What follows belongs to an exercise in optimizing a design on an open flow for small area, a short achievable clock period and few clock cycles; a production flow would make more cautious choices. In this exercise RTL edits were held to simulation tests only and were not proved equivalent to the original. Power and IR drop assume default switching activity.

==> job 761 <==
==> flow/design.v (excerpt) <==
module pxfc (
    input  wire        clk,
    input  wire        rst,
    input  wire        cmd_valid,
    input  wire [23:0] cmd_word,
    output reg         rsp_valid,
    output reg  [15:0] rsp_data,
    output reg         done_valid,
    output reg  [1:0]  done_op,
    output reg  [2:0]  done_st,
    output wire        rx_ready,
    input  wire        rx_valid,
    input  wire        rx_err,
    input  wire [7:0]  rx_data,
    input  wire [15:0] rx_code,
    output wire        tx_valid,
    output wire [7:0]  tx_data,
    output wire        tx_last,
    input  wire        tx_ack,
    input  wire        tx_fail,
    input  wire [15:0] tx_code,
    output wire        stall_req,
    input  wire        stall_ack
);
make LEC_CHECK=0 CAP_MARGIN=20 CORE_MARGIN=2 CORE_UTILIZATION=40 CTS_CLUSTER_DIAMETER=80 CTS_CLUSTER_SIZE=25 PLACE_DENSITY=0.7 SETUP_SLACK_MARGIN=3.8 SLEW_MARGIN=20 finish   # period 6.5 ns
run.sh (not shown) runs the stock make flow with config.mk's settings and CLKGATE_MAP_FILE= SYNTH_SCRIPT=/design/flow/synth_recipe.tcl, a recipe that flattens the netlist after the stock synthesis.
==> job 4294: changes against job 761 <==
--- a/flow/design.v
+++ b/flow/design.v
@@ -31,21 +31,19 @@
     localparam [2:0] ST_OK      = 3'd0;
     localparam [2:0] ST_TRANS   = 3'd1;
     localparam [2:0] ST_CKSUM   = 3'd2;
     localparam [2:0] ST_TIMEOUT = 3'd3;
     localparam [1:0] OP_SYNC  = 2'd1;
     localparam [1:0] OP_PARSE = 2'd2;
     localparam [1:0] OP_SEND  = 2'd3;
     reg [2:0]  ph;
-    reg        rdy_o;        
-    reg        stl_o;        
-    reg        txv_o;        
-    reg        txl_o;        
-    reg [7:0]  cur_o;        
+    reg        rdy_r;        
+    reg        stl_r;        
+    reg        txv_r;        
     reg [7:0]  wprev;
     reg        wp_af;        
     reg        wp_ae;        
     reg [2:0]  nb;
     reg [2:0]  ns;
     reg        cs;
     reg        synced;
     reg [8:0]  idx;
@@ -55,26 +53,26 @@
     reg [7:0]  cur;          
     reg [7:0]  nxt;          
     reg        nxt_p;
     reg [15:0] ra_lo;        
     reg [15:0] ra_hi;        
     reg [31:0] t1;           
     reg [3:0]  t1_g;         
     reg        t1_p;         
-    reg        rdy_n;        
-    reg        txv_n;        
-    reg        txl_n;        
+    reg        txl_r;        
+    reg        rdy_n;
+    reg        txv_n;
+    reg        txl_n;
     reg        dv_n;
     reg [2:0]  dst_n;
     reg [2:0]  st;
     reg [15:0] errcode;
     reg [15:0] ckacc;
     reg [15:0] rem;          
-    reg        pl_r;         
     reg [7:0]  ttype;
     reg [7:0]  tlen;
     reg         ph_t;         
     reg  [15:0] ci_lo;        
     reg  [15:0] ci_hi;
     reg  [15:0] cw_lo;        
     reg  [15:0] cw_hi;        
     reg         stp_n;        
@@ -129,68 +127,31 @@
     reg [2:0]  nb_d;
     reg [2:0]  ns_d;
     wire idle = (ph == PH_IDLE);
     wire w_low0   = (cmd_word[19:0] == 20'h00000);
     wire acc_sync  = cmd_valid && idle && w_low0 && (cmd_word[23:20] == 4'h1);
     wire acc_parse = cmd_valid && idle && w_low0 && (cmd_word[23:20] == 4'h2) && synced;
     wire acc_send  = cmd_valid && idle && w_low0 && (cmd_word[23:20] == 4'h3);
     wire acc_stp   = cmd_valid && idle && (cmd_word[23:16] == 8'h70) && (cmd_word[15:8] != 8'hFF);
-    assign rx_ready  = rdy_o;
-    assign stall_req = stl_o;
-    assign tx_valid  = txv_o;
-    assign tx_data   = cur_o;
-    assign tx_last   = txl_o;
+    assign rx_ready  = rdy_r;
+    assign stall_req = stl_r;
+    assign tx_valid  = txv_r;
+    assign tx_data   = cur;
+    assign tx_last   = txl_r;
     wire take    = !rdy_n && rx_valid;
     wire is_c1   = (rx_data == 8'hC1);
     wire match   = is_c1 && (wp_af || wp_ae);
     wire hdr_lst = cs ? (idx[1:0] == 2'd3) : (idx[1:0] == 2'd1);
     wire rlen0   = cs ? (rlen == 8'd0) : (rx_data == 8'd0);
     wire hdr_ok  = !cs || (rck[7:0] == 8'd0 && rx_data == 8'd0);
-    wire pay_lst = pl_r;
+    wire pay_lst = (idx[7:0] + 8'd1 == rlen);
     wire        pay_ok   = !cs || (rem == {8'd0, rx_data});
     wire        pay_take = take && (ph == PH_PAY) && !rx_err && !rst;
     wire tx_lst_nx = (idx == {1'b0, tlen} + 9'd2);
-    wire rx_end   = take && (rx_err || (ph == PH_HUNT && (match || nb == 3'd3)) ||
-                             (ph == PH_HDR && hdr_lst && rlen0) || (ph == PH_PAY && pay_lst));
-    wire go_stall = take && (ph == PH_HUNT) && !rx_err && !match && (nb == 3'd3) && (ns != 3'd4);
-    wire in_stall = (ph == PH_STALL);
-    wire tx_adv   = !txv_n && tx_ack && !tx_fail;
-    wire tx_end   = !txv_n && (tx_fail || (tx_ack && !txl_n));
-    reg [1:0] dop_nx;    
-    reg [2:0] dst_nx;
-    always @(*) begin
-        case (ph)
-            PH_HUNT: begin
-                dop_nx = OP_SYNC;
-                dst_nx = rx_err ? ST_TRANS : match ? ST_OK : ST_TIMEOUT;
-            end
-            PH_HDR: begin
-                dop_nx = OP_PARSE;
-                dst_nx = rx_err ? ST_TRANS : hdr_ok ? ST_OK : ST_CKSUM;
-            end
-            PH_PAY: begin
-                dop_nx = OP_PARSE;
-                dst_nx = rx_err ? ST_TRANS : pay_ok ? ST_OK : ST_CKSUM;
-            end
-            default: begin
-                dop_nx = OP_SEND;
-                dst_nx = tx_fail ? ST_TRANS : ST_OK;
-            end
-        endcase
-    end
-    always @(posedge clk) begin
-        rdy_o   <= !rst && (acc_sync || acc_parse || (in_stall && stall_ack) || (!rdy_n && !rx_end));
-        stl_o   <= !rst && (go_stall || (in_stall && !stall_ack));
-        txv_o   <= !rst && (acc_send || (!txv_n && !tx_end));
-        txl_o   <= txv_n ? 1'b0  : tx_adv ? tx_lst_nx : !txl_n;
-        cur_o   <= txv_n ? 8'hAE : tx_adv ? (nxt ^ {8{nxt_p}}) : cur;
-        done_op <= dop_nx;
-        done_st <= dst_nx;
-    end
     always @(posedge clk) begin
         done_valid <= 1'b0;
         dv_n       <= !(1'b0);
         hw         <= 4'd0;
         pend_v     <= 1'b0;
         pend_b     <= rx_data;
         ecode      <= !txv_n ? tx_code : rx_code;
         ph_d       <= ph;
@@ -206,17 +167,20 @@
         cs_d       <= cs;
         synced_d   <= synced;
         idx_d      <= idx;
         wprev_d    <= c1_sy ? 8'd0 : wprev;
         nb_d       <= nb;
         ns_d       <= ns;
         if (rst) begin
             ph     <= PH_IDLE;
+            rdy_r  <= 1'b0;
             rdy_n  <= !(1'b0);
+            stl_r  <= 1'b0;
+            txv_r  <= 1'b0;
             txv_n  <= !(1'b0);
             wprev  <= 8'd0;
             wp_af  <= 1'b0;
             wp_ae  <= 1'b0;
             nb     <= 3'd0;
             ns     <= 3'd0;
             cs     <= 1'b0;
             synced <= 1'b0;
@@ -229,166 +193,195 @@
                 rtype <= 8'd0;
                 rlen  <= 8'd0;
                 rck   <= 16'd0;
             end
             if (c1_sy)
                 wprev <= 8'd0;
             if (acc_sync) begin
                 ph     <= PH_HUNT;
+                rdy_r  <= 1'b1;
                 rdy_n  <= !(1'b1);
                 nb     <= 3'd0;
                 ns     <= 3'd0;
                 synced <= 1'b0;
+                wp_af  <= 1'b0;
+                wp_ae  <= 1'b0;
             end
             if (acc_parse) begin
                 ph     <= PH_HDR;
+                rdy_r  <= 1'b1;
                 rdy_n  <= !(1'b1);
                 synced <= 1'b0;
                 idx    <= 9'd0;
             end
             if (acc_send) begin
                 ph     <= PH_TXF;
+                txv_r  <= 1'b1;
                 txv_n  <= !(1'b1);
                 idx    <= 9'd0;
-            end
-            if (txv_n) begin
                 cur    <= 8'hAE;
                 nxt    <= 8'hC1;
                 nxt_p  <= 1'b0;
                 ra_lo  <= 16'h8000;
                 ra_hi  <= 16'h8000;
-                txl_n  <= 1'b1;
-            end
-            if (idle) begin
-                wp_af  <= 1'b0;
-                wp_ae  <= 1'b0;
+                txl_r  <= 1'b0;
+                txl_n  <= !(1'b0);
             end
             case (ph)
                 PH_HUNT: if (take) begin
                     if (rx_err) begin
                         ph         <= PH_IDLE;
+                        rdy_r      <= 1'b0;
                         rdy_n      <= !(1'b0);
                         done_valid <= 1'b1;
                         dv_n       <= !(1'b1);
+                        done_op    <= OP_SYNC;
+                        done_st    <= ST_TRANS;
                         dst_n      <= ~(ST_TRANS);
                     end else begin
                         wprev <= rx_data;
                         wp_af <= (rx_data == 8'hAF);
                         wp_ae <= (rx_data == 8'hAE);
                         if (match) begin
                             cs         <= wp_af;
                             synced     <= 1'b1;
                             ph         <= PH_IDLE;
+                            rdy_r      <= 1'b0;
                             rdy_n      <= !(1'b0);
                             done_valid <= 1'b1;
                             dv_n       <= !(1'b1);
+                            done_op    <= OP_SYNC;
+                            done_st    <= ST_OK;
                             dst_n      <= ~(ST_OK);
                         end else begin
                             nb <= nb + 3'd1;
                             if (nb == 3'd3) begin
+                                rdy_r <= 1'b0;
                                 rdy_n <= !(1'b0);
                                 if (ns == 3'd4) begin
                                     ph         <= PH_IDLE;
                                     done_valid <= 1'b1;
                                     dv_n       <= !(1'b1);
+                                    done_op    <= OP_SYNC;
+                                    done_st    <= ST_TIMEOUT;
                                     dst_n      <= ~(ST_TIMEOUT);
                                 end else begin
                                     ph    <= PH_STALL;
+                                    stl_r <= 1'b1;
                                 end
                             end
                         end
                     end
                 end
                 PH_STALL: if (stall_ack) begin
                     ns    <= ns + 3'd1;
                     nb    <= 3'd0;
                     ph    <= PH_HUNT;
+                    stl_r <= 1'b0;
+                    rdy_r <= 1'b1;
                     rdy_n <= !(1'b1);
                 end
                 PH_HDR: if (take) begin
                     if (rx_err) begin
                         ph         <= PH_IDLE;
+                        rdy_r      <= 1'b0;
                         rdy_n      <= !(1'b0);
                         done_valid <= 1'b1;
                         dv_n       <= !(1'b1);
+                        done_op    <= OP_PARSE;
+                        done_st    <= ST_TRANS;
                         dst_n      <= ~(ST_TRANS);
                     end else begin
                         case (idx[1:0])
                             2'd0: rtype     <= rx_data;
                             2'd1: rlen      <= rx_data;
                             2'd2: rck[7:0]  <= rx_data;
                             2'd3: rck[15:8] <= rx_data;
                         endcase
                         hw[idx[1:0]] <= 1'b1;
                         if (hdr_lst) begin
                             idx     <= 9'd0;
                             rem     <= {rx_data, rck[7:0]};
-                            pl_r    <= cs ? (rlen == 8'd1) : (rx_data == 8'd1);
                             if (rlen0) begin
                                 ph         <= PH_IDLE;
+                                rdy_r      <= 1'b0;
                                 rdy_n      <= !(1'b0);
                                 done_valid <= 1'b1;
                                 dv_n       <= !(1'b1);
+                                done_op    <= OP_PARSE;
+                                done_st    <= hdr_ok ? ST_OK : ST_CKSUM;
                                 dst_n      <= ~(hdr_ok ? ST_OK : ST_CKSUM);
                             end else begin
                                 ph <= PH_PAY;
                             end
                         end else begin
                             idx <= idx + 9'd1;
                         end
                     end
                 end
                 PH_PAY: if (take) begin
                     if (rx_err) begin
                         ph         <= PH_IDLE;
+                        rdy_r      <= 1'b0;
                         rdy_n      <= !(1'b0);
                         done_valid <= 1'b1;
                         dv_n       <= !(1'b1);
+                        done_op    <= OP_PARSE;
+                        done_st    <= ST_TRANS;
                         dst_n      <= ~(ST_TRANS);
                     end else begin
                         pend_v <= 1'b1;
                         pend_n <= 1'b0;
                         rem    <= rem - {8'd0, rx_data};
-                        pl_r   <= (idx[7:0] + 8'd2 == rlen);
                         idx    <= idx + 9'd1;
                         if (pay_lst) begin
                             ph         <= PH_IDLE;
+                            rdy_r      <= 1'b0;
                             rdy_n      <= !(1'b0);
                             done_valid <= 1'b1;
                             dv_n       <= !(1'b1);
+                            done_op    <= OP_PARSE;
+                            done_st    <= pay_ok ? ST_OK : ST_CKSUM;
                             dst_n      <= ~(pay_ok ? ST_OK : ST_CKSUM);
                         end
                     end
                 end
                 PH_TXF: begin
                     if (tx_fail) begin
                         ph         <= PH_IDLE;
+                        txv_r      <= 1'b0;
                         txv_n      <= !(1'b0);
                         done_valid <= 1'b1;
                         dv_n       <= !(1'b1);
+                        done_op    <= OP_SEND;
+                        done_st    <= ST_TRANS;
                         dst_n      <= ~(ST_TRANS);
                     end else if (tx_ack) begin
                         idx   <= idx + 9'd1;
                         cur   <= nxt ^ {8{nxt_p}};
                         nxt   <= (idx == 9'd0) ? ttype :
                                  (idx == 9'd1) ? tlen  : pick4(t1, t1_g);
                         nxt_p <= (idx[8:1] == 8'd0) ? 1'b0 : t1_p;
                         t1    <= tx_q4;
                         t1_g  <= quarter(ra_hi);
                         t1_p  <= ph_t;
                         ra_lo <= {ra_lo[14:0], ra_lo[15]};
                         if (ra_lo[15])
                             ra_hi <= {ra_hi[14:0], ra_hi[15]};
+                        txl_r <= tx_lst_nx;
                         txl_n <= !(tx_lst_nx);
                         if (!txl_n) begin
                             ph         <= PH_IDLE;
+                            txv_r      <= 1'b0;
                             txv_n      <= !(1'b0);
                             done_valid <= 1'b1;
                             dv_n       <= !(1'b1);
+                            done_op    <= OP_SEND;
+                            done_st    <= ST_OK;
                             dst_n      <= ~(ST_OK);
                         end
                     end
                 end
                 default: ;
             endcase
         end
     end
@@ -410,17 +403,16 @@
             4'd8:    rd_val = {8'd0, wprev_d};
             4'd9:    rd_val = {3'd0, idx_d, 1'b0, ph_d};
             4'd10:   rd_val = {9'd0, ns_d, 1'b0, nb_d};
             default: rd_val = 16'd0;
         endcase
     end
     always @(posedge clk) begin
         q_reg <= cmd_word[19:16];
-        rsp_data <= r_ldp ? {8'd0, pick4(r_q4, r_g) ^ {8{r_p}}} : r_val;
         q_val <= cmd_word[7:0];
         if (rst) begin
             q_rd      <= 1'b0;
             q_ldp     <= 1'b0;
             q_wr6     <= 1'b0;
             q_wr7     <= 1'b0;
             c1_op     <= 1'b0;
             c1_sy     <= 1'b0;
@@ -442,16 +434,17 @@
             c1_pa   <= acc_parse;
             r_v   <= q_rd || q_ldp;
             r_ldp <= q_ldp;
             r_val <= rd_val;
             r_q4  <= rx_q4;
             r_g   <= quarter(ci_hi);
             r_p   <= ph_t;
             rsp_valid <= r_v;
+            rsp_data  <= r_ldp ? {8'd0, pick4(r_q4, r_g) ^ {8{r_p}}} : r_val;
             if (q_wr6) ttype <= q_val;
             if (q_wr7) tlen  <= q_val;
             if (c1_op) begin
                 st      <= ST_OK;
                 errcode <= 16'd0;
             end
             if (c1_pa)
                 ckacc <= 16'd0;
Settings changed: CTS_CLUSTER_DIAMETER 80 to default, CTS_CLUSTER_SIZE 25 to default, PLACE_DENSITY 0.7 to default, SETUP_SLACK_MARGIN 3.8 to 3.6.
==> notes <==
- Register-to-register slack: job 761 is higher than job 4294 (0.11 ns).
- Non-clock buffer count: job 4294 is lower than job 761 (15).
- In job 4294 the clock power is larger than in job 761, by 74%.
- In job 4294 the first-iteration DRC count is lower than in job 761, by about 13%.
- Against job 4294, the synthesized cell count of job 761 is higher by about 0.6%.
- Global-route usage: job 4294 is higher than job 761 (1.2 points).
- In job 761 the core utilization is lower than in job 4294, by 1.7 points.
- Total power: job 761 is smaller than job 4294 (20%).
==> figures <==
metric	job 4294	job 761
Status	finished clean	finished clean
Pwr per Cell Area	314.6 mW/mm²	263.0 mW/mm²
Critical path data arrival time	3.68 ns	3.51 ns
Clk slew on worst S/H paths	0.06 ns	0.10 ns
Post-synthesis area per instance	10.58 µm²	10.52 µm²
Number of fillers in the final layout	38707	38865
Vias after detailed routing	136330	137563
Arithmetic-cell share of the synthesized area counting full adders, half adders and majority gates	0.2339%	0.2488%
Met3 layer wire length in the routed design	55.30 mm	65.02 mm
Standby leakage power	0.08921 µW	0.08569 µW
Portion of synthesized cell area occupied by the leading cell type	52.48%	52.81%
Post-CTS sizing	196	367
Count of flip-flops with a built-in enable after synthesis	180	160
Register area	0.09314 mm²	0.09316 mm²
Final Instance Count excl. Fillers	20321	19929
First-pass GRT wire length	881.4 mm	851.8 mm
Comb group	3290 µW	3110 µW
Per-cell routed wire length	29.72 µm	29.13 µm
Testbench counts of job 761, summed over its fixed seeds: cycles 55,547.
Testbench counts of job 4294, summed over its fixed seeds: cycles 55,547.

-- what the ideal ports hide --
No port has a modelled driver above. Below, the same layouts with a new extraction and two added sets of constraints.
Step 1 (the two cells are an assumption about what drives the block):
set clk [get_ports {clk}]
set_driving_cell -lib_cell sky130_fd_sc_hd__clkbuf_16 $clk
set_driving_cell -lib_cell sky130_fd_sc_hd__buf_2 [delete_from_list [all_inputs] $clk]
Step 2 times the ports against the registers' clock, not the clock port: input delays grow and output delays shrink by t, the midpoint of the rising clock arrivals with the driver on.
a / b / c = ideal / step 1 / step 2; a / b = the first two.
run | t (ns) | slack for setup (ns) | worst setup path after step 2 | latest minus earliest clock arrival (ns)
job 761 | 1.034 | 3.617 / 3.617 / 2.810 | input to register | 0.106 / 0.105
job 4294 | 1.089 | 3.505 / 3.457 / 2.647 | input to register | 0.052 / 0.053
After both steps setup and hold are still met in every run listed. The setup slack of job 4294, which loses most, moves by -0.048 ns with the drivers and by -0.858 ns with both steps.
